This is an optimization exercise on Yosys and OpenROAD, whose aim is small area, a short achievable clock period and few clock cycles, not a production implementation. The RTL was checked by simulation tests, not by an equivalence proof against the original design. No activity file was given, so power comes from the tool's default toggle rates.

$ cat design.v
module obd_rx (
    input  wire        clk,
    input  wire        rst,
    input  wire        start,
    input  wire [1:0]  proto,     
    input  wire [7:0]  pid,
    input  wire [7:0]  mode,
    input  wire [7:0]  cap,       
    input  wire [17:0] per,       
    output wire        idle,
    input  wire        e_valid,
    output wire        e_ready,
    input  wire [31:0] e_time,
    input  wire        e_end,     
    output reg         o_valid,
    output reg  [7:0]  o_data,
    output reg         done,
    output reg  [7:0]  status,
    output reg  [7:0]  count,     
    output reg  [6:0]  nbytes,    
    output reg         framing    
);
    localparam [7:0] ST_OK         = 8'h00;
    localparam [7:0] ST_NACK       = 8'h01;
    localparam [7:0] ST_ERR_TIMING = 8'h10;
    localparam [7:0] ST_ERR_SHORT  = 8'h11;
    localparam [7:0] ST_ERR_SID    = 8'h12;
    localparam [7:0] ST_ERR_PID    = 8'h13;
    localparam [7:0] ST_ERR_TRUNC  = 8'h14;
    localparam [7:0] ST_ERR_PROTO  = 8'h15;
    reg        busy;      
    reg        rx;        
    reg [1:0]  r_proto;
    reg [7:0]  r_pid;
    reg [7:0]  r_mode;
    reg [6:0]  r_cap;     
    reg [17:0] r_per;
    reg [19:0] m3;        
    reg [20:0] m5;        
    reg [20:0] m7;        
    reg [21:0] m9;        
    reg [21:0] h9;        
    reg        dv;
    reg        de;
    reg        sel;       
    reg [22:0] eA;        
    reg [22:0] eB;
    reg [30:0] th9;       
    reg        act;       
    reg        stop;      
    reg [30:0] sh9;       
    reg [9:0]  samp;      
    reg        fresh;     
    reg        ps;        
    reg [2:0]  h;
    reg [3:0]  pn;        
    reg        st0;       
    reg [3:0]  dsx;       
    reg [2:0]  nmin;      
    reg        nack;
    reg        sid_ok;
    reg        pid_ok;
    reg [7:0]  hb;        
    reg [1:0]  tag;       
    reg        trunc;     
    reg [3:0]  lhi;       
    reg [6:0]  rem;       
    assign idle    = ~busy;
    assign e_ready = rx;
    wire        take = rx & e_valid;
    wire [30:0] e_a  = e_time[30:0] - sh9;
    wire [30:0] e_b  = e_time[30:0] - th9;
    wire        en  = sel ? eB[22] : eA[22];
    wire [21:0] el  = sel ? eB[21:0] : eA[21:0];
    function past;
        input [21:0] x;
        input [21:0] m;
        reg   [22:0] s;
        begin
            s    = {1'b0, x} + {1'b0, m};
            past = s[22];
        end
    endfunction
    wire [9:0] therm;
    assign therm[9] = ~en;
    assign therm[8] = ~en | past(el, {4'd0, r_per});
    assign therm[7] = ~en | past(el, {3'd0, r_per, 1'b0});
    assign therm[6] = ~en | past(el, {2'd0, m3});
    assign therm[5] = ~en | past(el, {2'd0, r_per, 2'b0});
    assign therm[4] = ~en | past(el, {1'd0, m5});
    assign therm[3] = ~en | past(el, {1'd0, m3, 1'b0});
    assign therm[2] = ~en | past(el, {1'd0, m7});
    assign therm[1] = ~en | past(el, {1'd0, r_per, 3'b0});
    assign therm[0] = ~en | past(el, m9);
    wire        newc     = dv & ~stop & (~act | therm[9]);
    wire        fin_edge = dv & act & ~stop & therm[9];
    wire        fin_end  = de & act & ~stop;
    wire        fin      = fin_edge | fin_end;
    wire        good     = ~fresh & ~samp[0] & samp[9];
    wire [9:0]  sv       = fresh ? 10'd0 : samp;
    wire [6:0]  n1       = nbytes + 7'd1;
    wire        st_e  = fin_end & good;
    wire        st    = ps | st_e;
    wire [7:0]  b     = samp[8:1];
    wire [3:0]  pi    = pn;                             
    wire        is_m3     = (r_mode == 8'd3);
    wire        ok_so_far = (r_proto != 2'd0) & ~nack & sid_ok & (~(r_mode == 8'd1) | pid_ok);
    wire [7:0]  cb    = is_m3 ? b : hb;
    wire        cv_ok = (is_m3 | (pi != 4'd0)) & ok_so_far;
    wire        at_ds = (pi == dsx);
    wire [11:0] llen  = {lhi, cb};
    wire [6:0]  lim_s = ({3'd0, cb[3:0]} < r_cap) ? {3'd0, cb[3:0]} : r_cap;
    wire [6:0]  lim_l = (llen < {5'd0, r_cap}) ? llen[6:0] : r_cap;
    wire        p_short = at_ds & (cb[7:4] == 4'h0);
    wire        p_long  = at_ds & (cb[7:4] == 4'h1);
    wire        p_plain = at_ds & (cb[7:4] != 4'h0) & (cb[7:4] != 4'h1);
    wire        p_len   = ~at_ds & (tag == 2'd3);
    wire        p_emit  = p_plain ? (r_cap != 7'd0)
                        : (~at_ds & (tag == 2'd1 || tag == 2'd2) & (rem != 7'd0));
    wire        at_h    = st & (pi == {1'b0, h});
    wire        at_h1   = st & (pi == {1'b0, h} + 4'd1);
    wire        pv      = st & cv_ok;
    wire        nack_f  = at_h ? (b == 8'h7F) : nack;
    wire        sid_f   = at_h ? (b == r_mode + 8'h40) : sid_ok;
    wire        pid_f   = at_h1 ? (b == r_pid) : pid_ok;
    wire        trunc_f = pv ? (p_long | (trunc & ~p_len)) : trunc;
    wire [6:0]  nf      = st_e ? n1 : nbytes;
    wire [6:0]  cnt_f   = count[6:0] + {6'd0, pv & p_emit};
    always @(posedge clk) begin
        dv      <= take & ~e_end;
        de      <= take & e_end;
        ps      <= fin_edge & good;
        o_valid <= pv & p_emit;
        done    <= de;
        if (rst) begin
            busy    <= 1'b0;
            rx      <= 1'b0;
            dv      <= 1'b0;
            de      <= 1'b0;
            ps      <= 1'b0;
            o_valid <= 1'b0;
            done    <= 1'b0;
        end else begin
            if (start & ~busy)
                busy <= 1'b1;
            if (st0)
                rx   <= 1'b1;
            if (take & e_end)
                rx <= 1'b0;
            if (de)
                busy <= 1'b0;
        end
    end
    always @(posedge clk) begin
        eA      <= {e_a[30], e_a[21:0]};
        eB      <= {e_b[30], e_b[21:0]};
        sel     <= newc;
        m3      <= {2'd0, r_per} + {1'd0, r_per, 1'b0};
        m5      <= {3'd0, r_per} + {1'd0, r_per, 2'b0};
        m7      <= {r_per, 3'b0} - {3'd0, r_per};
        m9      <= {4'd0, r_per} + {1'd0, r_per, 3'b0};
        h9      <= {4'd0, r_per} + {1'd0, r_per, 3'b0} + {5'd0, r_per[17:1]};
        if (take)
            th9 <= e_time[30:0] + {9'd0, h9};
        st0 <= start & ~busy;
        if (start & ~busy) begin
            r_proto <= proto;
            r_pid   <= pid;
            r_mode  <= mode;
            r_cap   <= (cap > 8'd64) ? 7'd64 : cap[6:0];
            r_per   <= per;
        end
        if (st0) begin
            pn      <= 4'd0;
            nbytes  <= 7'd0;
            framing <= 1'b0;
            act     <= 1'b0;
            stop    <= 1'b0;
            nack    <= 1'b0;
            sid_ok  <= 1'b0;
            pid_ok  <= 1'b0;
            tag     <= 2'd0;
            trunc   <= 1'b0;
            count   <= 8'd0;         
            rem     <= 7'd0;
            h       <= 3'd0;
            dsx     <= 4'd15;
            nmin    <= 3'd0;
        end
        if (newc) begin
            sh9   <= th9;
            fresh <= 1'b1;
            act   <= 1'b1;
        end else if (dv & ~stop) begin
            samp  <= (sv & therm) | ({10{~sv[9]}} & ~therm);
            fresh <= 1'b0;
        end
        if (fin) begin
            if (~good) begin
                framing <= 1'b1;
                stop    <= 1'b1;
            end else begin
                nbytes <= n1;
                if (n1 == 7'd64)
                    stop <= 1'b1;
            end
        end
        if (st) begin
            if (pn != 4'd15)
                pn <= pn + 4'd1;
            hb     <= b;
            nack   <= nack_f;
            sid_ok <= sid_f;
            pid_ok <= pid_f;
            if (pi == 4'd0) begin
                if (r_proto == 2'd1)
                    h <= 3'd3;
                else
                    h <= 3'd1 + (b[7] ? 3'd2 : 3'd0) + ((b[5:0] == 6'd0) ? 3'd1 : 3'd0);
            end
            if (pi == 4'd1) begin
                dsx  <= {1'b0, h} + (is_m3 ? 4'd1 : ((r_pid != 8'd0) | (r_mode == 8'd1)) ? 4'd3 : 4'd2);
                nmin <= h + 3'd1 + (is_m3 ? 3'd0 : (r_pid == 8'd0) ? 3'd1 : 3'd2);
            end
        end
        if (pv) begin
            if (p_short) begin
                tag <= 2'd2;
                rem <= lim_s;
            end
            if (p_long) begin
                tag <= 2'd3;
                lhi <= cb[3:0];
            end
            if (p_plain) begin
                tag <= 2'd1;
                rem <= r_cap;
            end
            if (p_len) begin
                tag <= 2'd2;
                rem <= lim_l;
            end
            trunc <= trunc_f;
            if (p_emit) begin
                o_data <= cb;
                count  <= {1'b0, cnt_f};
                rem    <= (p_plain ? r_cap : rem) - 7'd1;
            end
        end
        if (de) begin
            count <= 8'hFF;
            if (r_proto == 2'd0)
                status <= ST_ERR_PROTO;
            else if (nf < 7'd3)
                status <= ST_ERR_TIMING;
            else if (nf < {4'd0, nmin})
                status <= ST_ERR_SHORT;
            else if (nack_f) begin
                status <= ST_NACK;
                count  <= 8'd0;
            end else if (~sid_f)
                status <= ST_ERR_SID;
            else if (r_mode == 8'd1 && ~pid_f)
                status <= ST_ERR_PID;
            else if (trunc_f)
                status <= ST_ERR_TRUNC;
            else begin
                status <= ST_OK;
                count  <= {1'b0, cnt_f};
            end
        end
    end
endmodule
$ cat flow/run.sh
#!/bin/bash
# Standard layout, with timing repair aiming below the clock period and
# small port buffers (the repair upsizes those that need it).
export SETUP_SLACK_MARGIN=6.5
export BUFFER_PORTS_ARGS="-buffer_cell sky130_fd_sc_hd__buf_2"
bash standard.sh > standard.log 2>&1
$ cat standard.sh
#!/bin/bash
# synth_recipe.tcl (not shown) runs the flow's synth.tcl, then flattens the netlist and writes it again
# the make line also repeats each setting of config.mk as NAME=value (left out here)
make -C /OpenROAD-flow-scripts/flow DESIGN_CONFIG=/design/flow/config.mk WORK_HOME=/design/flow/orfs CLKGATE_MAP_FILE= SYNTH_SCRIPT=/design/flow/synth_recipe.tcl "${@:-finish}"
$ cat config.mk
export PLATFORM = sky130hd
export DESIGN_NAME = obd_rx
export DESIGN_NICKNAME = obd_rx
export VERILOG_FILES = /design/flow/design.v
export SDC_FILE = /design/flow/constraint.sdc
export NUM_CORES = 4
export LEC_CHECK = 0
export ABC_AREA = 1
export CAP_MARGIN = 20
export CORE_MARGIN = 2
export CORE_UTILIZATION = 60
export CTS_BUF_LIST = sky130_fd_sc_hd__clkbuf_16
export CTS_CLUSTER_DIAMETER = 80
export CTS_CLUSTER_SIZE = 30
export SLEW_MARGIN = 20
$ cat constraint.sdc
create_clock -name core_clock -period 10.0 [get_ports {clk}]
set_input_delay 2.0000 -clock core_clock [delete_from_list [all_inputs] [get_ports {clk}]]
set_output_delay 2.0000 -clock core_clock [all_outputs]
set_load 0.01 [all_outputs]
==> flow_summary.rst, run 1 <==
.. list-table::
   :header-rows: 1

   * - Metric
     - Value
   * - Max Fanout on Critical Path
     - 5
   * - Congestion Overflow GR
     - 0
   * - Clock latency on the worst-skew pair
     - 0.57 ns
   * - Post-Syn Area
     - between 20000 and 25000 um2
   * - Drt via density
     - 5.701
   * - Kind of critical path
     - in2reg
   * - Most used routing layer
     - met2
   * - Hpwl dp
     - about 45 mm
   * - Actual transition at the worst max-transition pin
     - 0.8226 ns
   * - Worst R2R Start
     - r_per[3]
   * - Clock root buffer
     - sky130_fd_sc_hd__clkbuf_16
   * - Number of synthesized flops with an enable pin
     - 143
   * - Run status
     - no timing/DRC/antenna violations
   * - Total of max-cap violations
     - 0
   * - WP data required
     - ~10 ns
   * - Arrival time of data at the critical path endpoint
     - between 3 and 4 ns
   * - Endpoint class of the critical path
     - flip-flop
   * - Signed area change from the synthesized netlist to the final layout
     - 13.51%
   * - Capture instance of the worst register-to-register path
     - h9[20]
   * - Cell variety after synth
     - 66
   * - Min-Delay Path Class
     - reg2reg
   * - Worst R2R Setup Slack
     - about 6.6 ns
   * - Count of pins on the block boundary
     - around 120
   * - Initial cell density of the core
     - around three fifths
   * - Final total power
     - about 4.4 mW
   * - Power per cell area
     - ~170 nW/um2
   * - Count of cells along the worst register-to-register path
     - 24
   * - Cts bufs inserted
     - 22
   * - Core Area
     - 37760 um2
   * - Vias post-DR
     - 19.59k
   * - Maximum buffer depth of the clock tree
     - 3
   * - Die outline area
     - about 40000 um2
   * - Element type at the critical path start
     - input port
   * - Total of buffers placed on input and output ports
     - about 110
   * - Gate count of the mapped netlist
     - around 2.7k
   * - Total negative slack
     - 0 ns
   * - Final period demand of the worst path
     - between 3 and 4 ns
   * - Commonest cells in the synthesized netlist
     - 493 x sky130_fd_sc_hd__nand2_1, 350 x sky130_fd_sc_hd__ha_1, 301 x sky130_fd_sc_hd__inv_1
   * - Global-route wire length before repair
     - about 94 mm
   * - Normalized max-slew margin
     - about 44%
   * - Final clock period utilization by the worst path
     - a little over a third
   * - Via count of the first global-routing pass
     - 18.57k
   * - Register bit total from synthesis
     - approximately 340
   * - Total inserted antenna cells
     - 0
   * - Width of the chip
     - 199.8 um
   * - Largest cells by area after synthesis
     - sky130_fd_sc_hd__ha_1 19%, sky130_fd_sc_hd__edfxtp_1 19%, sky130_fd_sc_hd__dfxtp_1 17%
   * - Post-Route Skew
     - roughly 0.026 ns
   * - Worst Setup EP
     - th9[30]
   * - Detailed router's first-iteration violation count
     - roughly 1.3k
   * - Syn_area_per_cell
     - around 8.4 um2
   * - Clock tree from TritonCTS
     - done
   * - Number of H-tree levels
     - 1
   * - Peak ir drop on the vdd network
     - between 0.1 and 0.15 mV
   * - # nets final
     - roughly 3.3k
   * - Share of the synthesized area in the top cell type
     - between 10% and 20%
   * - Met1 usage
     - between 30% and 40%
   * - Total track usage
     - around 29%
   * - Fraction of registers with async set or reset after synthesis
     - 0%
   * - Leakage component of the power
     - 12.12 nW
   * - Last weighted congestion value of the routability-driven placer
     - between 0.9 and 1
   * - Largest area contributor in the synthesized netlist
     - sky130_fd_sc_hd__ha_1
   * - Setup slack at placement
     - ~5.6 ns
   * - Total wire length
     - 59.65 mm
   * - Endpoints failing setup
     - 0
   * - Final hold vios
     - 0
   * - Vertical die dimension
     - about 200 um
   * - Clock transition time at the flip-flop clock pins of the worst setup and hold paths
     - ~0.10 ns
   * - Cell count after placement
     - 3335
   * - Number of remaining DRC errors
     - 0
   * - Cell with the most instances after synthesis
     - sky130_fd_sc_hd__nand2_1
   * - Count of nets left with antenna violations after detail routing
     - 0
   * - Pin count of the biggest net entering global routing
     - 45
   * - Router iterations before antenna repair
     - 7
   * - Avg WL per Cell
     - 17.36 um
   * - Most common flop cell mapped by yosys
     - sky130_fd_sc_hd__dfxtp_1
   * - Final standard cell count with taps included and fillers excluded
     - 3436
   * - Clock net sink count
     - 338
   * - First element of the critical path
     - e_time[3]
   * - Share of final-layout standard cells stronger than drive strength 1
     - between 10 and 15%
   * - Sequential area share after synthesis
     - between 30% and 40%
   * - Hold buffer count at CTS
     - 0
   * - Worst Setup Slack, final
     - roughly 6.5 ns
   * - Synthesis Warnings
     - 1
   * - Met2 global-route usage
     - 49.19%
   * - Fin. max-slew vios
     - 0
   * - Initial antenna violation count
     - 0
   * - Row count
     - 71
   * - Max Clock Freq
     - approximately 280 MHz
   * - GRT met3 Usage
     - under 10%
   * - Unrepaired setup endpoints after global routing
     - yes
## state kept, by name, indices dropped and copies added (netlist names), 7 cells and up
register and count:
th9 31, rem 7, h9 21, m5 19
count 8, m9 22, sh9 31, m7 20
r_per 18, hb 8, nbytes 7, r_mode 8
eB 23, r_cap 7, eA 23, m3 16
o_data 8, r_pid 8, samp 10
## metal layers
metal | vias up | wire length, um
met5 | - | 0
met4 | 0 | 2428
met3 | 120 | 2948
met2 | 542 | 27580
met1 | 9146 | 26690
li1 | 9780 | -
## kinds of logic (layout without fill, tap and decap cells)
kind of cell	after synthesis	count (layout)	share of synthesized area [%]
AND/OR/NAND/NOR	940	940	18.09
adder cells (fa/ha/maj)	358	358	19.73
buffers and inverters	345	541	5.901
flip-flops	338	338	35.63
multiplexers	2	2	0.08702
other	1	4	0.01630
XOR/XNOR	181	181	6.890
AO/OA/AOI/OAI	561	561	13.66
## cells in the final DEF (no fill, tap or decap), types with 17 or more instances in the layout
master and count:
sky130_fd_sc_hd__buf_4 68, sky130_fd_sc_hd__inv_1 293, sky130_fd_sc_hd__edfxtp_1 143, sky130_fd_sc_hd__dfxtp_1 194
sky130_fd_sc_hd__a21oi_1 250, sky130_fd_sc_hd__ha_4 17, sky130_fd_sc_hd__a31oi_1 20, sky130_fd_sc_hd__nand2_1 475
sky130_fd_sc_hd__o21ai_1 26, sky130_fd_sc_hd__o211ai_1 19, sky130_fd_sc_hd__nand3_1 132, sky130_fd_sc_hd__nor3_1 31
sky130_fd_sc_hd__clkbuf_16 24, sky130_fd_sc_hd__ha_1 327, sky130_fd_sc_hd__buf_2 109, sky130_fd_sc_hd__a21oi_2 17
sky130_fd_sc_hd__nand2_2 32, sky130_fd_sc_hd__nand4_1 52, sky130_fd_sc_hd__o21ai_0 123, sky130_fd_sc_hd__xor2_1 131
sky130_fd_sc_hd__nor2_1 157, sky130_fd_sc_hd__xnor2_1 47
## worst min-delay path by stage
stage	startpoint	to	slack, ns	cells after the start
after floorplan	samp[2]	hb[1]	0.42	0
after global placement	th9[29]	sh9[29]	0.43	0
after detailed placement	th9[29]	sh9[29]	0.43	0
after CTS	th9[14]	sh9[14]	0.44	0
after global routing	th9[16]	sh9[16]	0.46	0
final	th9[14]	sh9[14]	0.44	0
## layout make-up
class | instances | area, um2
Multi-Input combinational cell | 2046 | 14110
Fill cell | 3121 | 11640
Sequential cell | 338 | 8199
Inverter | 317 | 1230
Timing Repair Buffer | 183 | 1137
Tap cell | 511 | 639.4
Clock buffer | 24 | 600.6
Clock inverter | 16 | 192.7
Timing Repair inverter | 1 | 7.507
## where the power goes
part	switching (mW)	total, mW	internal (mW)	leakage [nW]
clock	0.544	1.04	0.492	0.385
sequential	0.109	1.77	1.66	2.95
combinational	0.954	1.59	0.635	8.79
total	1.61	4.39	2.78	12.1
## metrics by stage
step           area [um2]  hold WS, ns  util (%)
5_1_grt             26120       0.4630     69.17
2_1_floorplan       23370       0.4244         -
6_report            26120       0.4397     69.17
3_5_place_dp        24510       0.4324     64.92
3_3_place_gp        24510       0.4300     64.92
4_1_cts             25590       0.4421     67.78
## critical path, cell delays in order
cell and delay [ns]:
sky130_fd_sc_hd__buf_2 0.13, sky130_fd_sc_hd__ha_1 0.39, sky130_fd_sc_hd__nand2_1 0.18, sky130_fd_sc_hd__o31ai_4 0.36, sky130_fd_sc_hd__nand3_1 0.15, sky130_fd_sc_hd__nand3_2 0.14
sky130_fd_sc_hd__nor3b_4 0.21, sky130_fd_sc_hd__nand4_1 0.13, sky130_fd_sc_hd__xnor2_1 0.15
## repair_timing
| item | 4_1_cts | 5_1_grt |
|---|---|---|
| pin swaps | 15 | 41 |
| gates resized for setup | 17 | 77 |
| buffers inserted | 30 | 30 |
| endpoints found under the setup margin | 29 | 43 |
| gates cloned | 0 | 1 |
Testbench counts, summed over its fixed seeds: cycles 18,436.
==> run 2, diff against run 1 <==
--- a/design.v
+++ b/design.v
@@ -127,4 +127,23 @@
     wire [6:0]  nf      = st_e ? n1 : nbytes;
     wire [6:0]  cnt_f   = count[6:0] + {6'd0, pv & p_emit};
+    reg  [7:0]  res;
+    always @(*) begin
+        if (r_proto == 2'd0)
+            res = ST_ERR_PROTO;
+        else if (nf < 7'd3)
+            res = ST_ERR_TIMING;
+        else if (nf < {4'd0, nmin})
+            res = ST_ERR_SHORT;
+        else if (nack_f)
+            res = ST_NACK;
+        else if (~sid_f)
+            res = ST_ERR_SID;
+        else if (r_mode == 8'd1 && ~pid_f)
+            res = ST_ERR_PID;
+        else if (trunc_f)
+            res = ST_ERR_TRUNC;
+        else
+            res = ST_OK;
+    end
     always @(posedge clk) begin
         dv      <= take & ~e_end;
@@ -156,4 +175,6 @@
         eB      <= {e_b[30], e_b[21:0]};
         sel     <= newc;
+        o_data  <= cb;       
+        status  <= res;      
         m3      <= {2'd0, r_per} + {1'd0, r_per, 1'b0};
         m5      <= {3'd0, r_per} + {1'd0, r_per, 2'b0};
@@ -161,6 +182,5 @@
         m9      <= {4'd0, r_per} + {1'd0, r_per, 3'b0};
         h9      <= {4'd0, r_per} + {1'd0, r_per, 3'b0} + {5'd0, r_per[17:1]};
-        if (take)
-            th9 <= e_time[30:0] + {9'd0, h9};
+        th9     <= e_time[30:0] + {9'd0, h9};
         st0 <= start & ~busy;
         if (start & ~busy) begin
@@ -243,5 +263,4 @@
             trunc <= trunc_f;
             if (p_emit) begin
-                o_data <= cb;
                 count  <= {1'b0, cnt_f};
                 rem    <= (p_plain ? r_cap : rem) - 7'd1;
@@ -249,24 +268,10 @@
         end
         if (de) begin
-            count <= 8'hFF;
-            if (r_proto == 2'd0)
-                status <= ST_ERR_PROTO;
-            else if (nf < 7'd3)
-                status <= ST_ERR_TIMING;
-            else if (nf < {4'd0, nmin})
-                status <= ST_ERR_SHORT;
-            else if (nack_f) begin
-                status <= ST_NACK;
-                count  <= 8'd0;
-            end else if (~sid_f)
-                status <= ST_ERR_SID;
-            else if (r_mode == 8'd1 && ~pid_f)
-                status <= ST_ERR_PID;
-            else if (trunc_f)
-                status <= ST_ERR_TRUNC;
-            else begin
-                status <= ST_OK;
-                count  <= {1'b0, cnt_f};
-            end
+            if (res == ST_OK)
+                count <= {1'b0, cnt_f};
+            else if (res == ST_NACK)
+                count <= 8'd0;
+            else
+                count <= 8'hFF;
         end
     end
--- a/config.mk
+++ b/config.mk
@@ -10,6 +10,4 @@
 export CORE_MARGIN = 2
 export CORE_UTILIZATION = 60
-export CTS_BUF_LIST = sky130_fd_sc_hd__clkbuf_16
-export CTS_CLUSTER_DIAMETER = 80
-export CTS_CLUSTER_SIZE = 30
+export CTS_BUF_LIST = sky130_fd_sc_hd__clkbuf_8
 export SLEW_MARGIN = 20
==> run 2 against run 1 <==
Sequential power about the same. Power grew 11%. Area after synthesis is 1.4% lower. Critical path depth is 1 higher.
==> flow_summary.rst, run 2 <==
.. list-table::
   :header-rows: 1

   * - Metric
     - Value
   * - Initial antenna violation count
     - 0
   * - Endpoint class of the critical path
     - flip-flop
   * - Total of max-cap violations
     - 0
   * - Leakage component of the power
     - 12.22 nW
   * - Cell variety after synth
     - 65
   * - Launch point of the worst hold path
     - th9[21]
   * - Run status
     - no timing/DRC/antenna violations
   * - Router iterations before antenna repair
     - 6
   * - CP Cell Sequence
     - buf_2, clkinvlp_4, fa_2, nor3_2, nor2_1, o21ai_2, a31oi_2, o21bai_4, a21oi_1, xor2_1
   * - Actual transition at the worst max-transition pin
     - 0.7808 ns
   * - Register bit total from synthesis
     - around 340
   * - Arrival time of data at the critical path endpoint
     - approximately 4 ns
   * - Final period demand of the worst path
     - about 3.5 ns
   * - Cell with the most instances after synthesis
     - sky130_fd_sc_hd__nand2_1
   * - Clock tree from TritonCTS
     - done
   * - Commonest cells in the synthesized netlist
     - 512 x sky130_fd_sc_hd__nand2_1, 350 x sky130_fd_sc_hd__ha_1, 278 x sky130_fd_sc_hd__inv_1
   * - Element type at the critical path start
     - input port
   * - Setup slack at placement
     - around 5.7 ns
   * - Clock transition time at the flip-flop clock pins of the worst setup and hold paths
     - 0.06 ns
   * - Power per cell area
     - 188.6 nW/um2
   * - Congestion Overflow GR
     - 0
   * - Total wire length
     - approximately 60 mm
   * - Largest area contributor in the synthesized netlist
     - sky130_fd_sc_hd__dfxtp_1
   * - Post-Syn Area
     - 22690 um2
   * - Initial cell density of the core
     - 60.52%
   * - Last weighted congestion value of the routability-driven placer
     - between 1 and 1.5
   * - Final total power
     - a little under 5 mW
   * - Via count of the first global-routing pass
     - between 15k and 20k
   * - Drt via density
     - ~5.7
   * - Width of the chip
     - about 200 um
   * - First element of the critical path
     - e_time[1]
   * - Normalized max-slew margin
     - ~47%
   * - Count of nets left with antenna violations after detail routing
     - 0
   * - Avg WL per Cell
     - between 15 and 20 um
   * - Unrepaired setup endpoints after global routing
     - yes
   * - Min-Delay Path Class
     - reg2reg
   * - Largest registers
     - sh9 (31), th9 (31)
   * - Worst Setup Slack, final
     - around 6.5 ns
   * - Final-layout fill cell count
     - around 3.1k
   * - Die outline area
     - 39380 um2
   * - Sequential area share after synthesis
     - roughly 34%
   * - Total negative slack
     - 0 ns
   * - Fraction of registers with async set or reset after synthesis
     - 0%
   * - Kind of critical path
     - in2reg
   * - Syn_area_per_cell
     - 8.253 um2
   * - Gate count of the mapped netlist
     - 2749
   * - Clock net sink count
     - ~340
   * - Total of buffers placed on input and output ports
     - around 110
   * - Total track usage
     - 30.87%
   * - Synthesis Warnings
     - 1
   * - Pin count of the biggest net entering global routing
     - 45
   * - Hpwl dp
     - around 46 mm
   * - Largest cells by area after synthesis
     - sky130_fd_sc_hd__dfxtp_1 21%, sky130_fd_sc_hd__ha_1 19%, sky130_fd_sc_hd__edfxtp_1 13%
   * - Peak per-stage delay on the critical path
     - around 0.47 ns
   * - Clock latency on the worst-skew pair
     - between 0.6 and 0.7 ns
   * - Max Fanout on Critical Path
     - 4
   * - Final hold vios
     - 0
   * - Vertical die dimension
     - between 150 and 200 um
   * - Final clock period utilization by the worst path
     - roughly a third
   * - Post-Route Skew
     - about 0.034 ns
   * - Signed area change from the synthesized netlist to the final layout
     - 13.38%
   * - Number of remaining DRC errors
     - 0
   * - Number of synthesized flops with an enable pin
     - 100
   * - Count of pins on the block boundary
     - approximately 120
   * - Number of H-tree levels
     - 2
   * - Peak ir drop on the vdd network
     - about 0.14 mV
   * - Row count
     - roughly 70
   * - # nets final
     - 3376
   * - Leading cell types in the layout, fill and taps excluded
     - 501 x sky130_fd_sc_hd__nand2_1, 333 x sky130_fd_sc_hd__ha_1, 302 x sky130_fd_sc_hd__inv_1, 259 x sky130_fd_sc_hd__a21oi_1, 238 x sky130_fd_sc_hd__dfxtp_1
   * - Total inserted antenna cells
     - 0
   * - Cell with the largest stage delay on the worst path
     - sky130_fd_sc_hd__fa_2
   * - Most common flop cell mapped by yosys
     - sky130_fd_sc_hd__dfxtp_1
   * - Max Clock Freq
     - 286.9 MHz
   * - Worst R2R Start
     - r_mode[6]
   * - Vias post-DR
     - slightly below 20k
   * - Share of final-layout standard cells stronger than drive strength 1
     - 12.50%
   * - Endpoints failing setup
     - 0
   * - Global-route wire length before repair
     - about 96 mm
   * - Share of the synthesized area in the top cell type
     - 21.00%
   * - Cts bufs inserted
     - between 50 and 60
   * - Most common library cell in the layout ignoring fill and taps
     - sky130_fd_sc_hd__nand2_1
   * - Clock root buffer
     - sky130_fd_sc_hd__clkbuf_8
   * - Fin. max-slew vios
     - 0
   * - WP data required
     - ~11 ns
   * - Detailed router's first-iteration violation count
     - 1312
   * - Core Area
     - ~37000 um2
   * - Maximum buffer depth of the clock tree
     - 3
-- run 2: cell count changes after synthesis, sizes merged, moves of 4 or more --
cell | previous run | this run
nand3 | 138 | 162
dfxtp | 195 | 238
edfxtp | 143 | 100
xnor2 | 47 | 56
a211oi | 11 | 5
inv | 315 | 294
nand4 | 53 | 58
a31oi | 21 | 14
a221oi | 2 | 6
nor3 | 33 | 38
o221ai | 9 | 5
xor2 | 134 | 126
nand2 | 514 | 527
buf | 14 | 19
-- run 2: where the power goes --
group | switching [mW] | total [mW] | leakage [nW] | internal, mW
clock network | 0.570 | 1.23 | 0.693 | 0.658
logic | 1.13 | 1.82 | 8.61 | 0.691
registers | 0.130 | 1.80 | 2.92 | 1.67
-- run 2: final cells by class --
type	instances	area, um2	area share, %
tap	511	639.4	2.486
multi-input combinational	2086	14110	54.85
clock buffer	67	922.1	3.585
clock inverter	40	222.7	0.8658
timing repair buffer	157	923.4	3.590
inverter	296	1139	4.426
sequential	338	7767	30.20
-- run 2: cell families after synthesis --
family                   count (synthesis)  share of synthesized area [%]
multiplexers                             2                        0.08824
AO/OA/AOI/OAI                          546                          13.35
flip-flops                             338                          34.24
other                                    1                        0.01653
buffers and inverters                  328                          5.631
AND/OR/NAND/NOR                        994                          19.62
adder cells (fa/ha/maj)                358                          20.01
XOR/XNOR                               182                          7.059
-- run 2: final timing paths --
check | to | cells past startpoint | slack, ns
setup / recovery | eA[18] | 10 | 6.51
hold / removal | sh9[21] | 0 | 0.42
setup reg to reg | count[6] | 22 | 6.71
hold reg to reg | sh9[21] | 0 | 0.42
-- run 2: timing repair --
action / 4_1_cts / 5_1_grt
resized for setup: 8 / 53
pin swaps: 2 / 18
hold buffers: 0 / 0
setup buffers: 19 / 18
gates cloned: 0 / 0
endpoints found under the setup margin: 21 / 28
-- run 2: worst max-delay path: cells and delay by family --
| family | cells | cell delay (ns) |
|---|---|---|
| buffers and inverters | 2 | 0.37 |
| and+or+nand+nor | 2 | 0.22 |
| adders and majority gates | 1 | 0.47 |
| xor gates and xnor gates | 1 | 0.16 |
| AOI/OAI and AO/OA | 4 | 0.79 |
-- run 2: layer usage --
| metal | vias to the layer above | track usage, % | wire (um) | share of wire [%] |
|---|---|---|---|---|
| met5 | - | 0 | 0 | 0 |
| met4 | 0 | 11.44 | 1805 | 3.0 |
| met3 | 143 | 4.561 | 3582 | 5.9 |
| met2 | 604 | 52.45 | 28360 | 47 |
| met1 | 9221 | 39.89 | 27100 | 45 |
| li1 | 9852 | - | - | - |
-- run 2: stage by stage --
| step | hold WS (ns) | cell area (um2) | util [%] | cells |
|---|---|---|---|---|
| 6_report | 0.4232 | 25720 | 68.62 | 3495 |
| 5_1_grt | 0.4246 | 25720 | 68.62 | 3495 |
| 4_1_cts | 0.4225 | 25340 | 67.60 | 3476 |
| 3_5_place_dp | 0.4139 | 24030 | 64.10 | 3350 |
| 3_3_place_gp | 0.4112 | 24030 | 64.10 | 3350 |
| 2_1_floorplan | 0.4082 | 22920 | - | 2752 |
Testbench counts of run 2, summed over its fixed seeds: cycles 18,436.
==> run 3, diff against run 2 <==
==> flow/run.sh (replaced) <==
#!/bin/bash
# Standard layout, with timing repair aiming below the clock period and
# small port buffers (the repair upsizes those that need it).
export SETUP_SLACK_MARGIN=6.8
export BUFFER_PORTS_ARGS="-buffer_cell sky130_fd_sc_hd__buf_2"
bash standard.sh > standard.log 2>&1
==> run 3 against run 2 <==
Synthesized cell count stayed put. Global-route usage is 0.29 points higher. Sequential share of layout area is 1.9 points lower. Largest power group unchanged. Fmax is 5.6% higher. Largest cell class unchanged. Wire length is 4.5% higher. Setup slack better by 0.18 ns.
==> flow_summary.rst, run 3 <==
.. list-table::
   :header-rows: 1

   * - Metric
     - Value
   * - Fraction of registers with async set or reset after synthesis
     - 0%
   * - Detailed router's first-iteration violation count
     - around 1.3k
   * - Total of max-cap violations
     - 0
   * - Final clock period utilization by the worst path
     - around a third
   * - Gate count of the mapped netlist
     - ~2.7k
   * - Post-Route Skew
     - about 0.027 ns
   * - Post-Syn Area
     - between 20000 and 25000 um2
   * - Final period demand of the worst path
     - between 3 and 4 ns
   * - Largest registers
     - sh9 (31), th9 (31)
   * - Launch point of the worst hold path
     - th9[28]
   * - Peak ir drop on the vdd network
     - 0.1685 mV
   * - Number of H-tree levels
     - 2
   * - Global-route wire length before repair
     - between 90 and 100 mm
   * - Congestion Overflow GR
     - 0
   * - Cell with the most instances after synthesis
     - sky130_fd_sc_hd__nand2_1
   * - Total placed instance area
     - 24710 um2
   * - Worst R2R Start
     - r_per[3]
   * - Total track usage
     - 31.17%
   * - Element type at the critical path start
     - flip-flop
   * - Number of synthesized flops with an enable pin
     - 100
   * - Commonest cells in the synthesized netlist
     - 512 x sky130_fd_sc_hd__nand2_1, 350 x sky130_fd_sc_hd__ha_1, 278 x sky130_fd_sc_hd__inv_1
   * - Hold depth
     - 0
   * - Router iterations before antenna repair
     - 7
   * - Final hold vios
     - 0
   * - Unrepaired setup endpoints after global routing
     - yes
   * - Kind of critical path
     - reg2reg
   * - Leakage component of the power
     - 12.70 nW
   * - Normalized max-slew margin
     - approximately 44%
   * - Width of the chip
     - slightly below 200 um
   * - Count of cells along the worst register-to-register path
     - 22
   * - Max Fanout on Critical Path
     - 4
   * - Run status
     - no timing/DRC/antenna violations
   * - Last weighted congestion value of the routability-driven placer
     - 0.9280
   * - Die outline area
     - between 30000 and 40000 um2
   * - Hpwl dp
     - around 46 mm
   * - Final total power
     - 5.357 mW
   * - Number of remaining DRC errors
     - 0
   * - Pin count of the biggest net entering global routing
     - 45
   * - Endpoints failing setup
     - 0
   * - Register bit total from synthesis
     - approximately 340
   * - Power per cell area
     - 194.2 nW/um2
   * - Drt via density
     - between 5 and 6
   * - Core Area
     - ~37000 um2
   * - Min-Delay Path Class
     - reg2reg
   * - Total negative slack
     - 0 ns
   * - Design area
     - around 28000 um2
   * - Synthesis Warnings
     - 1
   * - Largest area contributor in the synthesized netlist
     - sky130_fd_sc_hd__dfxtp_1
   * - Clock tree from TritonCTS
     - done
   * - Actual transition at the worst max-transition pin
     - ~0.83 ns
   * - Row count
     - 71
   * - Clock transition time at the flip-flop clock pins of the worst setup and hold paths
     - about 0.06 ns
   * - Final standard cell count with taps included and fillers excluded
     - between 3k and 4k
   * - Vias post-DR
     - ~20k
   * - Vertical die dimension
     - 198.5 um
   * - Most common flop cell mapped by yosys
     - sky130_fd_sc_hd__dfxtp_1
   * - Total wire length
     - 63.57 mm
   * - Signed area change from the synthesized netlist to the final layout
     - 21.56%
   * - Arrival time of data at the critical path endpoint
     - 3.83 ns
   * - Capture instance of the worst register-to-register path
     - h9[20]
   * - # nets final
     - roughly 3.4k
   * - Cts bufs inserted
     - between 50 and 60
   * - Count of nets left with antenna violations after detail routing
     - 0
   * - Clock net sink count
     - approximately 340
   * - Clock latency on the worst-skew pair
     - roughly 0.66 ns
   * - Worst Setup Slack, final
     - roughly 6.7 ns
   * - WP data required
     - ~11 ns
   * - Setup slack at placement
     - 5.655 ns
   * - Endpoint class of the critical path
     - flip-flop
   * - Total of buffers placed on input and output ports
     - roughly 110
   * - Clock root buffer
     - sky130_fd_sc_hd__clkbuf_8
   * - Syn_area_per_cell
     - 8.253 um2
   * - Leading cell types in the layout, fill and taps excluded
     - 477 x sky130_fd_sc_hd__nand2_1, 285 x sky130_fd_sc_hd__inv_1, 281 x sky130_fd_sc_hd__ha_1, 230 x sky130_fd_sc_hd__a21oi_1, 225 x sky130_fd_sc_hd__dfxtp_1
   * - Via count of the first global-routing pass
     - ~19k
   * - Avg WL per Cell
     - ~18 um
   * - Fraction of the core area covered by cells at the end of the flow
     - 73.57%
   * - Hold buffer count at CTS
     - 0
   * - Initial antenna violation count
     - 1
   * - Fin. max-slew vios
     - 0
   * - Cell count after placement
     - 3349
   * - Maximum buffer depth of the clock tree
     - 3
   * - Max Clock Freq
     - between 300 and 400 MHz
   * - Count of pins on the block boundary
     - 117
   * - Worst slack on hold paths
     - between 0.4 and 0.5 ns
   * - Sequential area share after synthesis
     - about a third
   * - Cell variety after synth
     - 65
   * - Largest cells by area after synthesis
     - sky130_fd_sc_hd__dfxtp_1 21%, sky130_fd_sc_hd__ha_1 19%, sky130_fd_sc_hd__edfxtp_1 13%
   * - Worst R2R Setup Slack
     - roughly 6.7 ns
   * - Worst hold path endpoint
     - sh9[28]
   * - Initial cell density of the core
     - about three fifths
   * - Share of the synthesized area in the top cell type
     - a little over a fifth
   * - Most common library cell in the layout ignoring fill and taps
     - sky130_fd_sc_hd__nand2_1
   * - Share of final-layout standard cells stronger than drive strength 1
     - 20.51%
-- run 3: cell counts after synthesis --
No cell type changed its count.
-- run 3: final cells by class --
class | count | area [um2]
timing repair buffer | 216 | 1406
sequential | 338 | 7791
inverter | 296 | 1144
fill | 2933 | 9908
clock inverter | 39 | 261.5
clock buffer | 72 | 991.0
antenna | 1 | 2.502
tap | 511 | 639.4
multi-input combinational | 2087 | 15340
-- run 3: worst max-delay path by stage --
| stage | from | endpoint | cells after the start |
|---|---|---|---|
| 4_1_cts | r_mode[6] | count[6] | 22 |
| 3_5_place_dp | e_time[0] | eA[18] | 11 |
| 5_1_grt | r_per[3] | h9[20] | 22 |
| 2_1_floorplan | e_time[0] | eA[18] | 10 |
| 6_report | r_per[3] | h9[20] | 22 |
| 3_3_place_gp | e_time[0] | eB[22] | 13 |
-- run 3: kinds of logic after synthesis --
kind of cell	Yosys count	synth area share, %
and+or+nand+nor	994	19.62
xor gates and xnor gates	182	7.059
other	1	0.01653
muxes	2	0.08824
buffers and inverters	328	5.631
DFF	338	34.24
adders and majority gates	358	20.01
AOI/OAI and AO/OA	546	13.35
-- run 3: critical path, cell delays in order, from the launching register on --
cell and delay [ns]:
sky130_fd_sc_hd__edfxtp_1 0.44, sky130_fd_sc_hd__ha_2 0.24, sky130_fd_sc_hd__inv_2 0.05, sky130_fd_sc_hd__fa_2 0.40, sky130_fd_sc_hd__nor2_2 0.08, sky130_fd_sc_hd__o21ai_1 0.07
sky130_fd_sc_hd__nand2_1 0.11, sky130_fd_sc_hd__nand3_2 0.08, sky130_fd_sc_hd__nand2_2 0.09, sky130_fd_sc_hd__nand2_2 0.07, sky130_fd_sc_hd__nand2_4 0.08, sky130_fd_sc_hd__nand3_2 0.08
sky130_fd_sc_hd__nand2_2 0.09, sky130_fd_sc_hd__xor2_1 0.20, sky130_fd_sc_hd__ha_1 0.32, sky130_fd_sc_hd__a21oi_2 0.16, sky130_fd_sc_hd__o21ai_1 0.07, sky130_fd_sc_hd__a21oi_1 0.14
sky130_fd_sc_hd__nand2_2 0.09, sky130_fd_sc_hd__nand3_2 0.08, sky130_fd_sc_hd__nand2_2 0.07, sky130_fd_sc_hd__nand3b_1 0.09, sky130_fd_sc_hd__nand2_1 0.07
-- run 3: power breakdown --
group	switching, mW	internal [mW]	total, mW
Clock	0.603	0.733	1.34
Combinational	1.29	0.920	2.21
Sequential	0.141	1.67	1.81
-- run 3: what timing repair did --
action	4_1_cts	5_1_grt
pin swaps	41	74
gates cloned	0	1
gates resized for setup	72	126
endpoints found under the setup margin	60	56
buffers inserted	56	42
-- run 3: per-layer routing --
layer | global-route usage, % | vias up | part of all wire (%)
met5 | 0 | - | 0
met4 | 14.43 | 0 | 4.1
met3 | 4.764 | 146 | 6.1
met2 | 50.66 | 654 | 46
met1 | 40.95 | 9500 | 44
li1 | - | 9976 | -
==> run 4, diff against run 3 <==
==> flow/run.sh (replaced) <==
#!/bin/bash
# Standard layout, with timing repair aiming below the clock period and
# small port buffers (the repair upsizes those that need it).
export SETUP_SLACK_MARGIN=6.3
export BUFFER_PORTS_ARGS="-buffer_cell sky130_fd_sc_hd__buf_2"
bash standard.sh > standard.log 2>&1
==> run 4 against run 3 <==
Register-to-register slack worse by 0.17 ns. Sequential power about the same. Die area unchanged. Non-clock buffer count decreased by 71. Setup slack worse by 0.33 ns. Largest cell class unchanged. Largest power group is now sequential cells. Highest routed layer unchanged.
==> flow_summary.rst, run 4 <==
.. list-table::
   :header-rows: 1

   * - Metric
     - Value
   * - Endpoint class of the critical path
     - flip-flop
   * - # nets final
     - 3364
   * - Max Clock Freq
     - 275.4 MHz
   * - Arrival time of data at the critical path endpoint
     - around 4.2 ns
   * - Die outline area
     - approximately 39000 um2
   * - Final total power
     - just under 5 mW
   * - Max Fanout on Critical Path
     - 3
   * - Last weighted congestion value of the routability-driven placer
     - 0.9708
   * - Fin. max-slew vios
     - 0
   * - Number of remaining DRC errors
     - 0
   * - Clock net sink count
     - between 300 and 400
   * - Count of pins on the block boundary
     - 117
   * - Endpoints failing setup
     - 0
   * - Drt via density
     - about 5.7
   * - Commonest cells in the synthesized netlist
     - 512 x sky130_fd_sc_hd__nand2_1, 350 x sky130_fd_sc_hd__ha_1, 278 x sky130_fd_sc_hd__inv_1
   * - Peak ir drop on the vdd network
     - 0.1468 mV
   * - Clock root buffer
     - sky130_fd_sc_hd__clkbuf_8
   * - Most common flop cell mapped by yosys
     - sky130_fd_sc_hd__dfxtp_1
   * - Row count
     - slightly above 70
   * - Number of synthesized flops with an enable pin
     - 100
   * - Final clock period utilization by the worst path
     - 36.31%
   * - Pin count of the biggest net entering global routing
     - between 40 and 50
   * - Run status
     - no timing/DRC/antenna violations
   * - Power per cell area
     - slightly below 200 nW/um2
   * - Post-Syn Area
     - 22690 um2
   * - Number of H-tree levels
     - 2
   * - Total wire length
     - around 60 mm
   * - Clock tree from TritonCTS
     - done
   * - Cell count after placement
     - between 3k and 4k
   * - Actual transition at the worst max-transition pin
     - slightly below 0.9 ns
   * - Initial cell density of the core
     - 60.52%
   * - WP data required
     - approximately 11 ns
   * - Register bit total from synthesis
     - about 340
   * - Clock latency on the worst-skew pair
     - roughly 0.67 ns
   * - Congestion Overflow GR
     - 0
   * - Total placed instance area
     - 23890 um2
   * - Element type at the critical path start
     - input port
   * - Router iterations before antenna repair
     - 6
   * - Maximum buffer depth of the clock tree
     - 3
   * - Largest cells by area after synthesis
     - sky130_fd_sc_hd__dfxtp_1 21%, sky130_fd_sc_hd__ha_1 19%, sky130_fd_sc_hd__edfxtp_1 13%
   * - Vias post-DR
     - between 15k and 20k
   * - Global-route wire length before repair
     - about 95 mm
   * - Min-Delay Path Class
     - reg2reg
   * - First element of the critical path
     - e_time[0]
   * - Clock transition time at the flip-flop clock pins of the worst setup and hold paths
     - 0.06 ns
   * - Design area
     - 25460 um2
   * - Worst R2R Start
     - r_mode[6]
   * - Width of the chip
     - 198.5 um
   * - Kind of critical path
     - in2reg
   * - Hold buffer count at CTS
     - 0
   * - Gate count of the mapped netlist
     - approximately 2.7k
   * - Core Area
     - between 30000 and 40000 um2
   * - Cell with the most instances after synthesis
     - sky130_fd_sc_hd__nand2_1
   * - Total of max-cap violations
     - 0
   * - Synthesis Warnings
     - 1
   * - Via count of the first global-routing pass
     - 19.44k
   * - Syn_area_per_cell
     - about 8.3 um2
   * - Total track usage
     - 30.44%
   * - Leakage component of the power
     - ~12 nW
   * - Vertical die dimension
     - just under 200 um
   * - Largest registers
     - sh9 (31), th9 (31)
   * - Unrepaired setup endpoints after global routing
     - no
   * - Launch point of the worst hold path
     - th9[12]
   * - Avg WL per Cell
     - around 17 um
   * - Post-Route Skew
     - 0.01868 ns
   * - Leading cell types in the layout, fill and taps excluded
     - 505 x sky130_fd_sc_hd__nand2_1, 344 x sky130_fd_sc_hd__ha_1, 290 x sky130_fd_sc_hd__inv_1, 266 x sky130_fd_sc_hd__a21oi_1, 237 x sky130_fd_sc_hd__dfxtp_1
   * - Final hold vios
     - 0
   * - Detailed router's first-iteration violation count
     - 1265
   * - Normalized max-slew margin
     - 40.09%
   * - Count of nets left with antenna violations after detail routing
     - 0
   * - Final standard cell count with taps included and fillers excluded
     - 3485
   * - Total of buffers placed on input and output ports
     - roughly 110
   * - Cts bufs inserted
     - 58
   * - Signed area change from the synthesized netlist to the final layout
     - 12.20%
   * - Share of the synthesized area in the top cell type
     - approximately a fifth
   * - Initial antenna violation count
     - 0
   * - Largest area contributor in the synthesized netlist
     - sky130_fd_sc_hd__dfxtp_1
   * - Fraction of the core area covered by cells at the end of the flow
     - between 60% and 70%
   * - Most common library cell in the layout ignoring fill and taps
     - sky130_fd_sc_hd__nand2_1
   * - Share of final-layout standard cells stronger than drive strength 1
     - 11.30%
   * - Fraction of registers with async set or reset after synthesis
     - 0%
   * - Sequential area share after synthesis
     - between 30% and 40%
   * - Final period demand of the worst path
     - 3.631 ns
   * - Hpwl dp
     - roughly 45 mm
   * - Total inserted antenna cells
     - 0
   * - Cell variety after synth
     - 65
   * - Total negative slack
     - 0 ns
-- run 4: cell counts after synthesis --
No cell type changed its count.
-- run 4: worst paths after layout --
kind,to,slack [ns],depth (start not counted)
worst max-delay path,th9[18],6.37,10
worst min-delay path,sh9[12],0.43,0
worst max register to register,count[6],6.53,22
worst min register to register,sh9[12],0.43,0
-- run 4: repair_timing --
item | 4_1_cts | 5_1_grt
resized for setup | 3 | 29
gates cloned | 0 | 0
buffers inserted | 17 | 7
pin swaps | 1 | 11
endpoints found under the setup margin | 15 | 18
-- run 4: power by group --
group / internal [mW] / switching (mW) / total (mW)
clock network: 0.734 / 0.606 / 1.34
logic: 0.666 / 1.10 / 1.76
registers: 1.67 / 0.136 / 1.81
-- run 4: cells by family (layout without fill, tap and decap cells) --
family | count (synthesis) | after routing | share of synthesized area, %
and+or+nand+nor | 994 | 994 | 19.62
AOI/OAI and AO/OA | 546 | 546 | 13.35
adders and majority gates | 358 | 358 | 20.01
DFF | 338 | 338 | 34.24
buffers and inverters | 328 | 550 | 5.631
xor gates and xnor gates | 182 | 182 | 7.059
muxes | 2 | 2 | 0.08824
other | 1 | 4 | 0.01653
-- run 4: metal layers --
metal	GRT usage (%)	routed length (um)	share of wire (%)	up-vias
met5	0	0	0	-
met4	12.08	2111	3.5	0
met3	5.019	3543	5.9	148
met2	50.07	27300	46	617
met1	40.04	26710	45	9268
li1	-	-	-	9861
-- run 4: through the flow --
step	hold slack, ns	setup slack, ns
floorplan	0.4082	6.291
global placement	0.4121	5.567
detailed placement	0.4140	5.539
CTS	0.4287	6.290
global route	0.4376	6.287
finish	0.4271	6.369
-- run 4: layout make-up --
| cell class | instances | area, um2 |
|---|---|---|
| fill | 3100 | 12030 |
| clock inverter | 44 | 354.1 |
| timing repair buffer | 145 | 830.8 |
| clock buffer | 65 | 894.6 |
| inverter | 296 | 1129 |
| sequential | 338 | 7771 |
| multi-input combinational | 2086 | 13840 |
| tap | 511 | 639.4 |
-- run 4: critical path, stage by stage --
cell and delay (ns):
sky130_fd_sc_hd__buf_2 0.17, sky130_fd_sc_hd__ha_1 0.22, sky130_fd_sc_hd__inv_1 0.08, sky130_fd_sc_hd__fa_1 0.47, sky130_fd_sc_hd__o21ai_2 0.27, sky130_fd_sc_hd__a21o_1 0.18
sky130_fd_sc_hd__a31oi_1 0.17, sky130_fd_sc_hd__o21ai_1 0.33, sky130_fd_sc_hd__a21oi_1 0.14, sky130_fd_sc_hd__xnor2_1 0.14
==> run 5, diff against run 4 <==
==> flow/run.sh (replaced) <==
#!/bin/bash
# Standard layout, with timing repair aiming below the clock period and
# small port buffers (the repair upsizes those that need it).
export SETUP_SLACK_MARGIN=6.6
export BUFFER_PORTS_ARGS="-buffer_cell sky130_fd_sc_hd__buf_2"
bash standard.sh > standard.log 2>&1
==> run 5 against run 4 <==
Via count grew 1.4%. Sequential share of layout area shrank 1.1 points. Utilization grew 2.6 points. Synthesized cell count is the same. Cell count grew 1.4%. Sequential cell count is the same. Worst hold slack lost 0.0015 ns. Register-to-register slack gained 0.08 ns. Final area grew 3.8%. Area after synthesis is the same. Die area is the same. Clock-buffer cell count grew 13.
==> flow_summary.rst, run 5 <==
.. list-table::
   :header-rows: 1

   * - Metric
     - Value
   * - Run status
     - no timing/DRC/antenna violations
   * - Post-synthesis share of cell area spent on xor and xnor gates
     - between 7 and 8%
   * - Share of the synthesized area in the top cell type
     - 21.00%
   * - Clock transition time at the flip-flop clock pins of the worst setup and hold paths
     - 0.07 ns
   * - Leakage component of the power
     - between 10 and 15 nW
   * - Worst R2R Start
     - r_per[1]
   * - Synthesis Warnings
     - 1
   * - Largest area contributor in the synthesized netlist
     - sky130_fd_sc_hd__dfxtp_1
   * - Net Switching
     - between 1.5 and 2 mW
   * - Most common library cell in the layout ignoring fill and taps
     - sky130_fd_sc_hd__nand2_1
   * - Cts bufs inserted
     - 58
   * - Cell variety after synth
     - 65
   * - Part of the total power dissipated in combinational logic
     - 37.6%
   * - Final-layout fill cell count
     - approximately 3.1k
   * - Fraction of registers with async set or reset after synthesis
     - 0%
   * - Actual transition at the worst max-transition pin
     - between 0.7 and 0.8 ns
   * - Total negative slack
     - 0 ns
   * - Arithmetic-cell share of the synthesized area counting full adders, half adders and majority gates
     - between 20% and 30%
   * - Register bit total from synthesis
     - 338
   * - Clock root buffer
     - sky130_fd_sc_hd__clkbuf_8
   * - Core Area
     - roughly 37000 um2
   * - Via count of the first global-routing pass
     - between 15k and 20k
   * - Initial antenna violation count
     - 2
   * - Clock net sink count
     - approximately 340
   * - Fraction of the core area covered by cells at the end of the flow
     - between 70% and 80%
   * - Number of remaining DRC errors
     - 0
   * - Clk network pwr share
     - between 20% and 30%
   * - Reg power frac
     - 35.0%
   * - Hpwl dp
     - roughly 48 mm
   * - Share of final-layout standard cells stronger than drive strength 1
     - between 15 and 20%
   * - Width of the chip
     - 198.5 um
   * - Syn_area_per_cell
     - about 8.3 um2
   * - Commonest cells in the synthesized netlist
     - 512 x sky130_fd_sc_hd__nand2_1, 350 x sky130_fd_sc_hd__ha_1, 278 x sky130_fd_sc_hd__inv_1
   * - Max Fanout on Critical Path
     - 9
   * - Arrival time of data at the critical path endpoint
     - approximately 3.9 ns
   * - Endpoints failing setup
     - 0
   * - Dominant combinational cell family by area after synthesis
     - adder cells
   * - Peak ir drop on the vdd network
     - 0.1468 mV
   * - Most common flop cell mapped by yosys
     - sky130_fd_sc_hd__dfxtp_1
   * - Global-route wire length before repair
     - 100.4 mm
   * - Maximum buffer depth of the clock tree
     - 3
   * - Initial cell density of the core
     - between 60% and 70%
   * - Sw frac
     - approximately 37%
   * - Hold buffer count at CTS
     - 0
   * - Peak per-stage delay on the critical path
     - just under 0.4 ns
   * - Min-Delay Path Class
     - reg2reg
   * - Router iterations before antenna repair
     - 6
   * - Avg WL per Cell
     - around 18 um
   * - Fin. max-slew vios
     - 0
   * - Fraction of synthesized area in multiplexers
     - less than 1%
   * - Largest registers
     - sh9 (31), th9 (31)
   * - Design area
     - about 26000 um2
   * - Total placed instance area
     - 24240 um2
   * - Vertical die dimension
     - a little under 200 um
   * - Endpoint class of the critical path
     - flip-flop
   * - Count of pins on the block boundary
     - around 120
   * - Most Frequent Cell on Critical Path
     - sky130_fd_sc_hd__buf_4
   * - Final clock period utilization by the worst path
     - about a third
   * - Launch point of the worst hold path
     - th9[7]
   * - Cell with the largest stage delay on the worst path
     - sky130_fd_sc_hd__edfxtp_1
   * - Congestion Overflow GR
     - 0
   * - Largest cells by area after synthesis
     - sky130_fd_sc_hd__dfxtp_1 21%, sky130_fd_sc_hd__ha_1 19%, sky130_fd_sc_hd__edfxtp_1 13%
   * - Last weighted congestion value of the routability-driven placer
     - 0.9521
   * - Gate count of the mapped netlist
     - ~2.7k
   * - Normalized max-slew margin
     - 47.17%
   * - Vias post-DR
     - 20.17k
   * - Detailed router's first-iteration violation count
     - 1334
   * - Die outline area
     - 39380 um2
   * - Clock tree from TritonCTS
     - done
   * - Total of max-cap violations
     - 0
   * - Element type at the critical path start
     - flip-flop
   * - # nets final
     - between 3k and 4k
   * - Final total power
     - between 5 and 6 mW
   * - Pin count of the biggest net entering global routing
     - 45
   * - Max Clock Freq
     - about 290 MHz
   * - Post-Route Skew
     - about 0.046 ns
   * - Clock latency on the worst-skew pair
     - just under 0.7 ns
   * - Leading cell types in the layout, fill and taps excluded
     - 498 x sky130_fd_sc_hd__nand2_1, 323 x sky130_fd_sc_hd__ha_1, 287 x sky130_fd_sc_hd__inv_1, 255 x sky130_fd_sc_hd__a21oi_1, 238 x sky130_fd_sc_hd__dfxtp_1
   * - Total of buffers placed on input and output ports
     - 111
   * - Drt via density
     - between 5 and 6
   * - WP data required
     - 10.53 ns
   * - Total wire length
     - between 60 and 70 mm
   * - Signed area change from the synthesized netlist to the final layout
     - 16.44%
   * - Synthesized-area fraction occupied by and/or/nand/nor cells
     - about a fifth
   * - Unrepaired setup endpoints after global routing
     - yes
   * - Final hold vios
     - 0
   * - Power per cell area
     - around 200 nW/um2
   * - Number of synthesized flops with an enable pin
     - 100
   * - CP Cell Sequence
     - buf_4, buf_4, ha_1, a21oi_2, nand2_2, a21oi_4, o21ai_4, a21boi_2, o21ai_2, xor2_1, ha_1, buf_4, nand2_1, nor2_1, a21o_1, nand3_1, xor2_1
   * - First element of the critical path
     - r_per[1]
   * - Row count
     - 71
   * - Share of the synthesized area in compound gates (AO/OA/AOI/OAI)
     - 13.35%
   * - Post-Syn Area
     - roughly 23000 um2
   * - Cell with the most instances after synthesis
     - sky130_fd_sc_hd__nand2_1
   * - Count of nets left with antenna violations after detail routing
     - 0
   * - Kind of critical path
     - reg2reg
   * - Number of H-tree levels
     - 2
   * - Final period demand of the worst path
     - roughly 3.4 ns
   * - Sequential area share after synthesis
     - 34.24%
   * - Internal power summed over all cells
     - 3.241 mW
   * - Total track usage
     - 32.23%
[run 5: cell counts after synthesis]
No cell type changed its count.
[run 5: power groups by stage]
stage                     clock, mW  combinational [mW]  sequential, mW
after floorplan                   0                1.33            1.78
after global placement            0                1.73            1.84
after detailed placement          0                1.79            1.84
after CTS                      1.45                1.84            1.81
after global routing           1.50                2.17            1.83
final                          1.42                1.95            1.81
[run 5: cell type report]
cell class	instances	area, um2	area share (%)
multi-input combinational	2086	14360	54.34
sequential	338	7767	29.40
timing repair buffer	190	1180	4.466
inverter	296	1135	4.296
clock buffer	78	1074	4.064
tap	511	639.4	2.420
clock inverter	32	262.8	0.9946
antenna	2	5.005	0.01894
[run 5: logic make-up (layout without fill, tap and decap cells)]
| logic type | Yosys count | count (layout) |
|---|---|---|
| AOI/OAI and AO/OA | 546 | 546 |
| xor gates and xnor gates | 182 | 182 |
| adders and majority gates | 358 | 358 |
| buffers and inverters | 328 | 596 |
| DFF | 338 | 338 |
| muxes | 2 | 2 |
| other | 1 | 6 |
| and+or+nand+nor | 994 | 994 |
[run 5: timing repair]
action	CTS	global route
endpoints found under the hold margin	0	0
endpoints found under the setup margin	24	23
gates resized for setup	28	54
pin swaps	12	35
buffers inserted	23	40
[run 5: worst paths after layout]
kind,cells after the start,slack (ns),endpoint
max,17,6.61,h9[19]
max reg2reg,17,6.61,h9[19]
min,0,0.43,sh9[7]
min reg2reg,0,0.43,sh9[7]
[run 5: metal layers]
layer	share of wire [%]	up-vias	global-route usage, %
met5	0	-	0
met4	3.5	0	12.47
met3	4.8	151	3.815
met2	47	589	54.85
met1	45	9514	41.94
li1	-	9917	-
[run 5: through the flow]
stage / hold slack [ns] / worst slack, ns / cells
after CTS: 0.4269 / 6.608 / 3491
after floorplan: 0.4082 / 6.285 / 2752
final: 0.4256 / 6.608 / 3533
after global routing: 0.4414 / 6.462 / 3533
after global placement: 0.4115 / 5.643 / 3358
after detailed placement: 0.4133 / 5.578 / 3358
[run 5: critical path: cells and delay by family (launching register included)]
kind            cells  cell delay [ns]
compound gates      6             0.99
xor+xnor            2             0.36
fa+ha+maj           2             0.57
flops               1             0.39
buf+inv             3             0.48
simple gates        4             0.42
==> run 6, diff against run 5 <==
==> flow/run.sh (replaced) <==
#!/bin/bash
# Standard layout, with timing repair aiming below the clock period and
# small port buffers (the repair upsizes those that need it).
export SETUP_SLACK_MARGIN=6.5
export BUFFER_PORTS_ARGS="-buffer_cell sky130_fd_sc_hd__buf_1"
bash standard.sh > standard.log 2>&1
--- a/config.mk
+++ b/config.mk
@@ -9,5 +9,7 @@
 export CAP_MARGIN = 20
 export CORE_MARGIN = 2
-export CORE_UTILIZATION = 60
-export CTS_BUF_LIST = sky130_fd_sc_hd__clkbuf_8
+export CORE_UTILIZATION = 70
+export CTS_BUF_LIST = sky130_fd_sc_hd__clkbuf_16
+export CTS_CLUSTER_DIAMETER = 80
+export CTS_CLUSTER_SIZE = 30
 export SLEW_MARGIN = 20
==> run 6 against run 5 <==
Still clean on timing, DRC and antenna. Synthesized cell count unchanged. Sequential power about the same. Sequential cell count unchanged. Utilization increased by 8.8 points. Power decreased by 11%. Area after synthesis unchanged. Non-clock buffer count decreased by 21. Critical endpoint is now eA[20].
==> flow_summary.rst, run 6 <==
.. list-table::
   :header-rows: 1

   * - Metric
     - Value
   * - Global-route wire length before repair
     - roughly 96 mm
   * - Share of the synthesized area in the top cell type
     - roughly a fifth
   * - Fin. max-slew vios
     - 0
   * - Element type at the critical path start
     - input port
   * - Post-Route Skew
     - around 0.027 ns
   * - Number of remaining DRC errors
     - 0
   * - Min-Delay Path Class
     - reg2reg
   * - Combined buffer and inverter count along the critical path
     - 1
   * - Clock net sink count
     - approximately 340
   * - Kind of cell adding the most delay to the critical path
     - simple AND/OR/NAND/NOR gates
   * - Post-Syn Area
     - ~23000 um2
   * - Worst Setup Slack, final
     - 6.443 ns
   * - Final total power
     - roughly 4.6 mW
   * - Sequential area share after synthesis
     - between 30% and 40%
   * - Power per cell area
     - 183.3 nW/um2
   * - Hold buffer count at CTS
     - 0
   * - Endpoints failing setup
     - 0
   * - Signed area change from the synthesized netlist to the final layout
     - 10.78%
   * - Total inserted antenna cells
     - 0
   * - Leakage component of the power
     - 11.62 nW
   * - Largest cells by area after synthesis
     - sky130_fd_sc_hd__dfxtp_1 21%, sky130_fd_sc_hd__ha_1 19%, sky130_fd_sc_hd__edfxtp_1 13%
   * - Clock latency on the worst-skew pair
     - around 0.56 ns
   * - Clock tree from TritonCTS
     - done
   * - Sw frac
     - 39.36%
   * - Reg power frac
     - roughly two fifths
   * - Number of H-tree levels
     - 1
   * - Final-layout fill cell count
     - 2209
   * - Run status
     - no timing/DRC/antenna violations
   * - Syn_area_per_cell
     - ~8.3 um2
   * - Total track usage
     - between 30% and 40%
   * - Unrepaired setup endpoints after global routing
     - no
   * - Number of synthesized flops with an enable pin
     - 100
   * - Normalized max-slew margin
     - roughly 45%
   * - Synthesis Warnings
     - 1
   * - Via count of the first global-routing pass
     - 19.86k
   * - Cell variety after synth
     - 65
   * - Clock root buffer
     - sky130_fd_sc_hd__clkbuf_16
   * - Setup slack at placement
     - around 5.5 ns
   * - Largest registers
     - sh9 (31), th9 (31)
   * - Actual transition at the worst max-transition pin
     - between 0.8 and 0.9 ns
   * - Endpoint class of the critical path
     - flip-flop
   * - Most common library cell in the layout ignoring fill and taps
     - sky130_fd_sc_hd__nand2_1
   * - Maximum buffer depth of the clock tree
     - 3
   * - Clk network pwr share
     - 20.0%
   * - Leading cell types in the layout, fill and taps excluded
     - 503 x sky130_fd_sc_hd__nand2_1, 333 x sky130_fd_sc_hd__ha_1, 275 x sky130_fd_sc_hd__inv_1, 257 x sky130_fd_sc_hd__a21oi_1, 237 x sky130_fd_sc_hd__dfxtp_1
   * - Detailed router's first-iteration violation count
     - about 1.9k
   * - Largest area contributor in the synthesized netlist
     - sky130_fd_sc_hd__dfxtp_1
   * - Max Fanout on Critical Path
     - 6
   * - Final hold vios
     - 0
   * - Total of max-cap violations
     - 0
   * - Net Switching
     - roughly 1.8 mW
   * - Cell with the largest stage delay on the worst path
     - sky130_fd_sc_hd__nor4_1
   * - Row count
     - 65
   * - Final clock period utilization by the worst path
     - around 36%
   * - Final period demand of the worst path
     - 3.557 ns
   * - Internal power summed over all cells
     - 2.793 mW
   * - CP Cell Sequence
     - buf_1, ha_1, nand2_1, nor4_1, nand4_1, nand3_1, xor2_1
   * - Total wire length
     - around 61 mm
   * - Width of the chip
     - 184.0 um
   * - Clock transition time at the flip-flop clock pins of the worst setup and hold paths
     - about 0.1 ns
   * - Peak per-stage delay on the critical path
     - about 0.66 ns
   * - # nets final
     - 3349
   * - Cts bufs inserted
     - 19
   * - Initial cell density of the core
     - between 70 and 80%
   * - Drt via density
     - about 6.1
   * - Vertical die dimension
     - approximately 180 um
   * - Part of the total power dissipated in combinational logic
     - between 40% and 50%
   * - Register bit total from synthesis
     - ~340
   * - WP data required
     - 10.49 ns
   * - Most common flop cell mapped by yosys
     - sky130_fd_sc_hd__dfxtp_1
   * - Avg WL per Cell
     - about 18 um
   * - Initial antenna violation count
     - 0
   * - Max Clock Freq
     - 281.2 MHz
   * - Fraction of registers with async set or reset after synthesis
     - 0%
   * - Total of buffers placed on input and output ports
     - about 110
   * - Hpwl dp
     - between 40 and 50 mm
   * - Core Area
     - 31720 um2
   * - Count of nets left with antenna violations after detail routing
     - 0
   * - Arrival time of data at the critical path endpoint
     - 4.05 ns
   * - Last weighted congestion value of the routability-driven placer
     - slightly above 1
   * - Die outline area
     - ~34000 um2
   * - Gate count of the mapped netlist
     - approximately 2.7k
   * - Pin count of the biggest net entering global routing
     - 45
   * - Total negative slack
     - 0 ns
   * - Commonest cells in the synthesized netlist
     - 512 x sky130_fd_sc_hd__nand2_1, 350 x sky130_fd_sc_hd__ha_1, 278 x sky130_fd_sc_hd__inv_1
   * - Peak ir drop on the vdd network
     - roughly 0.23 mV
   * - Count of pins on the block boundary
     - about 120
   * - Kind of critical path
     - in2reg
   * - Cell with the most instances after synthesis
     - sky130_fd_sc_hd__nand2_1
   * - Congestion Overflow GR
     - 0
   * - Router iterations before antenna repair
     - 6
   * - Share of final-layout standard cells stronger than drive strength 1
     - ~8.5%
   * - Vias post-DR
     - about 20k
[run 6: cell counts after synthesis]
Identical to the previous run, type by type.
[run 6: cells by family (layout without fill, tap and decap cells)]
| logic type | after synthesis | in the layout | share of synthesized area [%] |
|---|---|---|---|
| xor gates and xnor gates | 182 | 182 | 7.059 |
| buffers and inverters | 328 | 499 | 5.631 |
| other | 1 | 4 | 0.01653 |
| and+or+nand+nor | 994 | 994 | 19.62 |
| DFF | 338 | 338 | 34.24 |
| muxes | 2 | 2 | 0.08824 |
| adders and majority gates | 358 | 358 | 20.01 |
| AOI/OAI and AO/OA | 546 | 546 | 13.35 |
[run 6: final cells by class]
type	count	area, um2	area share, %
multi-input combinational	2086	14180	56.42
timing repair buffer	169	887.1	3.529
clock buffer	19	475.5	1.892
tap	402	503.0	2.001
clock inverter	15	185.2	0.7368
inverter	296	1132	4.505
sequential	338	7771	30.92
[run 6: what timing repair did]
action | in CTS | in global routing
endpoints found under the setup margin | 42 | 34
hold endpoints to repair | 0 | 0
gates resized for setup | 24 | 56
buffers inserted | 22 | 27
cloned | 0 | 0
pin swaps | 6 | 28
[run 6: metal layers]
layer,vias to the layer above,routed length (um),global-route usage (%),part of all wire (%)
li1,9787,-,-,-
met1,9493,25860,46.79,42
met2,844,28750,59.68,47
met3,147,4593,3.942,7.5
met4,0,1800,11.49,3.0
met5,-,0,0,0
[run 6: through the flow]
stage,cell area [um2],utilization [%],hold slack [ns],std cells
3_3_place_gp,23750,74.89,0.4108,3241
4_1_cts,24670,77.77,0.4390,3297
6_report,25130,79.24,0.4404,3325
5_1_grt,25130,79.24,0.4474,3325
2_1_floorplan,22920,-,0.4082,2752
3_5_place_dp,23750,74.89,0.4140,3241
[run 6: power by group through the flow]
stage	combinational [mW]	sequential, mW	clock (mW)
detailed placement	1.70	1.83	0
floorplan	1.29	1.78	0
global route	2.08	1.82	0.974
global placement	1.62	1.83	0
finish	1.88	1.80	0.923
CTS	1.76	1.80	0.925
[run 6: worst reg2reg max path: cells and delay by family, from the launching register on]
family	cells	cell delay [ns]
AO/OA/AOI/OAI	1	0.08
XOR/XNOR	1	0.09
AND/OR/NAND/NOR	19	1.78
flip-flops	1	0.44
buffers and inverters	1	0.06
adder cells (fa/ha/maj)	3	0.91
[run 6: final timing paths]
check	cells past startpoint	end	from	slack (ns)
hold / removal	0	sh9[3]	th9[3]	0.44
setup / recovery	7	eA[20]	e_time[16]	6.44
hold reg to reg	0	sh9[3]	th9[3]	0.44
setup reg to reg	25	h9[20]	r_per[3]	6.58

afterwards: timing with drivers on the ports:
How much do the figures lean on ideal ports? The routed layouts below were timed once more, with nothing changed but the port constraints. Step 1 assumes that a clkbuf_16 drives the clock port and a buf_2 every other input. Step 2 times the ports against the registers' clock, not the clock port: input delays grow and output delays shrink by t, the midpoint of the rising clock arrivals with the driver on. a / b / c = no drivers / after step 1 / after step 2; a / b = the first two.
run | shift t [ns] | slack for setup (ns)
run 1 | 0.618 | 6.488 / 6.494 / 5.876
run 2 | 0.716 | 6.514 / 6.543 / 5.827
run 3 | 0.704 | 6.698 / 6.698 / 6.027
run 4 | 0.715 | 6.369 / 6.403 / 5.688
run 5 | 0.718 | 6.608 / 6.608 / 5.929
run 6 | 0.601 | 6.443 / 6.480 / 5.878
After both steps setup and hold are still met in every run listed.
